Background: an optimization exercise with open tools, aiming at small area, a short achievable clock period and few clock cycles. Do not read the settings as production practice. Only simulation tests tie the RTL to the original design; equivalence was not proved. Power and IR drop assume default switching activity.

oak:
==> flow/design.v (excerpt) <==
module pwe_encoder (
    input  wire         clk,
    input  wire         rst,
    input  wire         req_valid,
    output wire         req_ready,
    input  wire [15:0]  req_opcode,
    input  wire [15:0]  req_version,
    input  wire [31:0]  req_request_id,
    input  wire [31:0]  f_status,
    input  wire [31:0]  f_word,
    input  wire [31:0]  f_vnet_id,
    input  wire [15:0]  f_vlan_id,
    input  wire [15:0]  f_port,
    input  wire [7:0]   f_src_prefix_len,
    input  wire [7:0]   f_dst_prefix_len,
    input  wire [47:0]  f_mac,
    input  wire [47:0]  f_mac2,
    input  wire [127:0] f_ip,
    input  wire [127:0] f_ip2,
    output wire         tx_valid,
    input  wire         tx_ready,
    output wire [7:0]   tx_data,
    output wire         tx_last,
    output reg          ev_valid,
    output wire [7:0]   ev_code,
    output wire [15:0]  ev_opcode,
    output wire [31:0]  ev_request_id
);
export LEC_CHECK = 0
export CAP_MARGIN = 20
export CORE_MARGIN = 2
export CORE_UTILIZATION = 30
export PLACE_DENSITY = 0.5
export SETUP_SLACK_MARGIN = 3.5
export SLEW_MARGIN = 20
create_clock -name core_clock -period 6.0 [get_ports {clk}]
standard.sh (not shown) runs the stock make flow with config.mk's settings and CLKGATE_MAP_FILE= SYNTH_SCRIPT=/design/flow/synth_recipe.tcl, a recipe that flattens the netlist after the stock synthesis.
==> flow/flow/run.sh <==
#!/bin/bash
# Standard ORFS layout; the port buffers are the smallest buffer cell
# (buf_1) instead of the cell buffer_ports picks by default.
set -euo pipefail
bash standard.sh "BUFFER_PORTS_ARGS=-buffer_cell sky130_fd_sc_hd__buf_1" finish > orfs_make.log 2>&1
Testbench counts of oak, summed over its fixed seeds: cycles 147,057.
Input-level comparison between pine and oak:
- SETUP_SLACK_MARGIN changed from 3.5 to 3.2
- GPL_TIMING_DRIVEN newly set to 0
==> summary.txt <==
- When pine is measured against oak, its delay of the slowest cell on the worst path turns out 0.08 ns higher.
- Global-route usage, pine and oak, higher one = pine.
- Power down about 17% in pine wrt oak
- The post-layout minimum cycle time of pine was inferior to that of oak.
- pine vs oak on share of cells above drive strength 1: pine is the lower one.
- Sort pine and oak by cell area asc -> top: pine

* * *

Another version of the RTL of pwe_encoder (not shown whole).
Size in the first run: ~1200 cells after synthesis, ~100 flip-flops, roughly 630 I/O pins.
Settings: LEC_CHECK=0, CAP_MARGIN=20, CORE_MARGIN=2, CORE_UTILIZATION=30, PLACE_DENSITY=0.5, SETUP_SLACK_MARGIN=2.5, SLEW_MARGIN=20; clock period 6.0 ns.
Scripts as last shown in full above: flow/flow/run.sh
Testbench counts at the start, summed over its fixed seeds: cycles 147,057.
Then changed:
- CORE_UTILIZATION: 30 -> 50
- PLACE_DENSITY: 0.5 -> 0.65
- SETUP_SLACK_MARGIN: 2.5 -> default
After rerunning: The new run aborted during I/O pin placement, error PPL-0024. Synthesized cell count does not change. Synthesized area stays the same.
Then changed:
- CORE_UTILIZATION: 50 -> 30
- PLACE_DENSITY: 0.65 -> 0.5
Effect: With this change the flow finished with timing, DRC and antenna clean; synthesized area is unchanged; synthesized cell count stays the same.

* * *

pwe_encoder, a different RTL version from the one above (not shown whole).
Size in the first run: roughly 1,200 cells after synthesis, about 630 I/O pins.
clock: 6.0 ns
lec_check: 0
cap_margin: 20
core_margin: 2
core_utilization: 30
place_density: 0.5
setup_slack_margin: 3.0
slew_margin: 20
Scripts as last shown in full above: flow/flow/run.sh
The first run produced a clean layout.
Testbench counts at the start, summed over its fixed seeds: cycles 147,057.
==> next run, changes <==
Settings changed: SETUP_SLACK_MARGIN 3.0 to 3.2, TNS_END_PERCENT from default to 0.
=> Final cell count went up by 0.43%; power grows by 2.5%; design area is higher by 0.96%; setup slack is better by 0.16 ns; sequential power barely changes; global-route usage stays flat; wire length stays flat; synthesized area is unchanged.
==> next run, changes <==
Settings changed: SETUP_SLACK_MARGIN 3.2 to 3.3, TNS_END_PERCENT 0 to default.
=> Cell count goes up by about 2.2%. Register-to-register slack gets better by 0.14 ns. Sequential share of layout area goes down by 1.2 points. Worst setup slack gets better by 0.18 ns. Core utilization goes up by 2.2 points. Cell area goes up by about 5.5%. Clock-buffer cell count goes up by 3. Non-clock buffer count goes up by 44. Via count goes up by 1.2%.
==> next run, changes <==
Settings changed: SETUP_SLACK_MARGIN 3.3 to 3.2.
What happened: Non-clock buffer count goes down by 33. Routed wire length goes down by a few percent. Cell area goes down by a few percent. Setup slack is worse by 0.024 ns. Global-route usage goes down by 1.4 points. Sequential power hardly moves.

* * *

Setup of red:
RTL: one of the versions met above, not the one the previous note started from.
Size: about 1200 cells after synthesis, roughly 140 flip-flops, ~11000 um^2 of cells after synthesis.
export LEC_CHECK = 0
export CAP_MARGIN = 20
export CORE_MARGIN = 2
export CORE_UTILIZATION = 30
export CTS_BUF_LIST = sky130_fd_sc_hd__clkbuf_8
export PLACE_DENSITY = 0.5
export SETUP_SLACK_MARGIN = 3.2
export SLEW_MARGIN = 20
create_clock -name core_clock -period 6.0 [get_ports {clk}]
Scripts as last shown in full above: flow/flow/run.sh
Testbench counts of red, summed over its fixed seeds: cycles 147,057.
--- input diff red..blue ---
Settings: CTS_BUF_LIST: sky130_fd_sc_hd__clkbuf_8 -> unset; PLACE_DENSITY: 0.5 -> 0.4.
Between red and blue, the flow reports worst IR drop on VDD decreasing by more than 10%. For the number of global-route vias before repair, blue came in about 0.8% lower than red did. blue vs. red: final critical path time including I/O delays and setup went down by 0.070 ns. Compared with red, blue shows a higher non-clock buffer count in the final layout. Reported for blue and red, sequential area share after synthesis turned out identical to the last digit. Design area (blue vs. red) increases slightly. Vias after detailed routing: blue > red.

* * *

Setup of job 101:
Starting RTL as in the previous note.
==> flow/config.mk <==
export PLATFORM = sky130hd
export DESIGN_NAME = pwe_encoder
export DESIGN_NICKNAME = pwe_encoder
export VERILOG_FILES = /design/flow/design.v
export SDC_FILE = /design/flow/constraint.sdc
export NUM_CORES = 4
export LEC_CHECK = 0
export CAP_MARGIN = 5
export CORE_MARGIN = 2
export CORE_UTILIZATION = 30
export PLACE_DENSITY = 0.5
export SETUP_SLACK_MARGIN = 3.2
export SLEW_MARGIN = 5
==> flow/constraint.sdc <==
create_clock -name core_clock -period 6.0 [get_ports {clk}]
set_input_delay 1.2000 -clock core_clock [delete_from_list [all_inputs] [get_ports {clk}]]
set_output_delay 1.2000 -clock core_clock [all_outputs]
set_load 0.01 [all_outputs]
Scripts as last shown in full above: flow/flow/run.sh
Testbench counts of job 101, summed over its fixed seeds: cycles 147,057.
## Diff of input files: job 102 against job 101
# job 101
export LEC_CHECK = 0
export CAP_MARGIN = 5
export CORE_MARGIN = 2
export CORE_UTILIZATION = 30
export PLACE_DENSITY = 0.5
export SETUP_SLACK_MARGIN = 3.2
export SLEW_MARGIN = 5
create_clock -name core_clock -period 6.0 [get_ports {clk}]
# job 102
export LEC_CHECK = 0
export CAP_MARGIN = 20
export CORE_MARGIN = 2
export CORE_UTILIZATION = 30
export PLACE_DENSITY = 0.5
export SETUP_SLACK_MARGIN = 3.2
export SLEW_MARGIN = 20
create_clock -name core_clock -period 6.0 [get_ports {clk}]
## What came out
Going from job 101 to job 102, power of the combinational group -about 1%, part of the power in the clock network +0.3 points, required arrival time at the worst endpoint +130 ps, register-to-register slack +20 ps, sequential share of layout area +0.33 points.
Job 102 has less setup slack than job 101.
Comparing job 102 with job 101, the clock power came out essentially unchanged.
Changes in job 103 relative to job 102:
# job 102
export LEC_CHECK = 0
export CAP_MARGIN = 20
export CORE_MARGIN = 2
export CORE_UTILIZATION = 30
export PLACE_DENSITY = 0.5
export SETUP_SLACK_MARGIN = 3.2
export SLEW_MARGIN = 20
create_clock -name core_clock -period 6.0 [get_ports {clk}]
# job 103
export LEC_CHECK = 0
export CAP_MARGIN = 20
export CORE_MARGIN = 2
export CORE_UTILIZATION = 30
export PLACE_DENSITY = 0.5
export SETUP_SLACK_MARGIN = 3.3
export SLEW_MARGIN = 20
create_clock -name core_clock -period 6.0 [get_ports {clk}]
Findings:
- Every run (job 102 and job 103) finished clean.
- Achievable frequency of job 103 exceeds that of job 102 slightly.
- Count of vias placed by the detailed router delta (job 103 − job 102): unfavourable
- Utilization | job 103 above job 102
- Job 102 -> job 103: leftover overflow at the end of global routing delta 0, exact match
- Routed wire length grows by a few percent when moving from job 102 to job 103.
- Relative to job 102, the clock latency at the later pin of the worst-skew pair of job 103 is higher by 30 ps.
- Comparing job 103 against job 102, there is no change at all in count of non-CTS inverters in the layout.
- Row number of gates given a new drive strength after cts: job 103 higher / job 102 lower
- The setup slack of job 103 is larger than that of job 102.
- Summary — first-pass GRT wire length, job 103 relative to job 102: higher, by about 2%.

-- static timing again, ports no longer ideal --
The flow's constraints put no driver on any port. The routed layouts listed below were extracted and timed again, unchanged, in two steps. Step 1 (the two cells are an assumption about what drives the block):
set clk [get_ports {clk}]
set_driving_cell -lib_cell sky130_fd_sc_hd__clkbuf_16 $clk
set_driving_cell -lib_cell sky130_fd_sc_hd__buf_2 [delete_from_list [all_inputs] $clk]
Step 2 moves the port delays by t, midway between the first and last clock arrival at a register: inputs arrive t later, outputs are due t later. That takes back most of the time a late clock gives input paths. a / b / c = no drivers / after step 1 / after step 2; a / b = the first two.
run	shift t [ns]	setup slack, ns	latest minus earliest clock arrival (ns)
oak	0.502	3.263 / 3.263 / 2.916	0.010 / 0.011
pine	0.512	3.056 / 3.056 / 2.674	0.010 / 0.011
the first run of note 2	0.418	2.454 / 2.454 / 2.134	0.015 / 0.014
the third run of note 2	0.419	2.225 / 2.225 / 1.962	0.015 / 0.015
the first run of note 3	0.518	2.782 / 2.782 / 2.423	0.014 / 0.015
the second run of note 3	0.505	2.942 / 2.982 / 2.477	0.015 / 0.016
the third run of note 3	0.523	3.127 / 3.127 / 2.719	0.019 / 0.018
the fourth run of note 3	0.514	3.103 / 3.144 / 2.629	0.017 / 0.017
red	0.538	3.057 / 3.058 / 2.542	0.027 / 0.027
blue	0.491	3.127 / 3.127 / 2.674	0.016 / 0.016
job 101	0.495	3.151 / 3.151 / 2.735	0.024 / 0.024
job 102	0.484	3.147 / 3.144 / 2.659	0.017 / 0.017
job 103	0.509	3.170 / 3.195 / 2.686	0.025 / 0.026
After both steps every run listed still meets setup and hold. For red, which loses most, drivers alone change the setup slack by +0.001 ns; drivers and shift together by -0.515 ns.
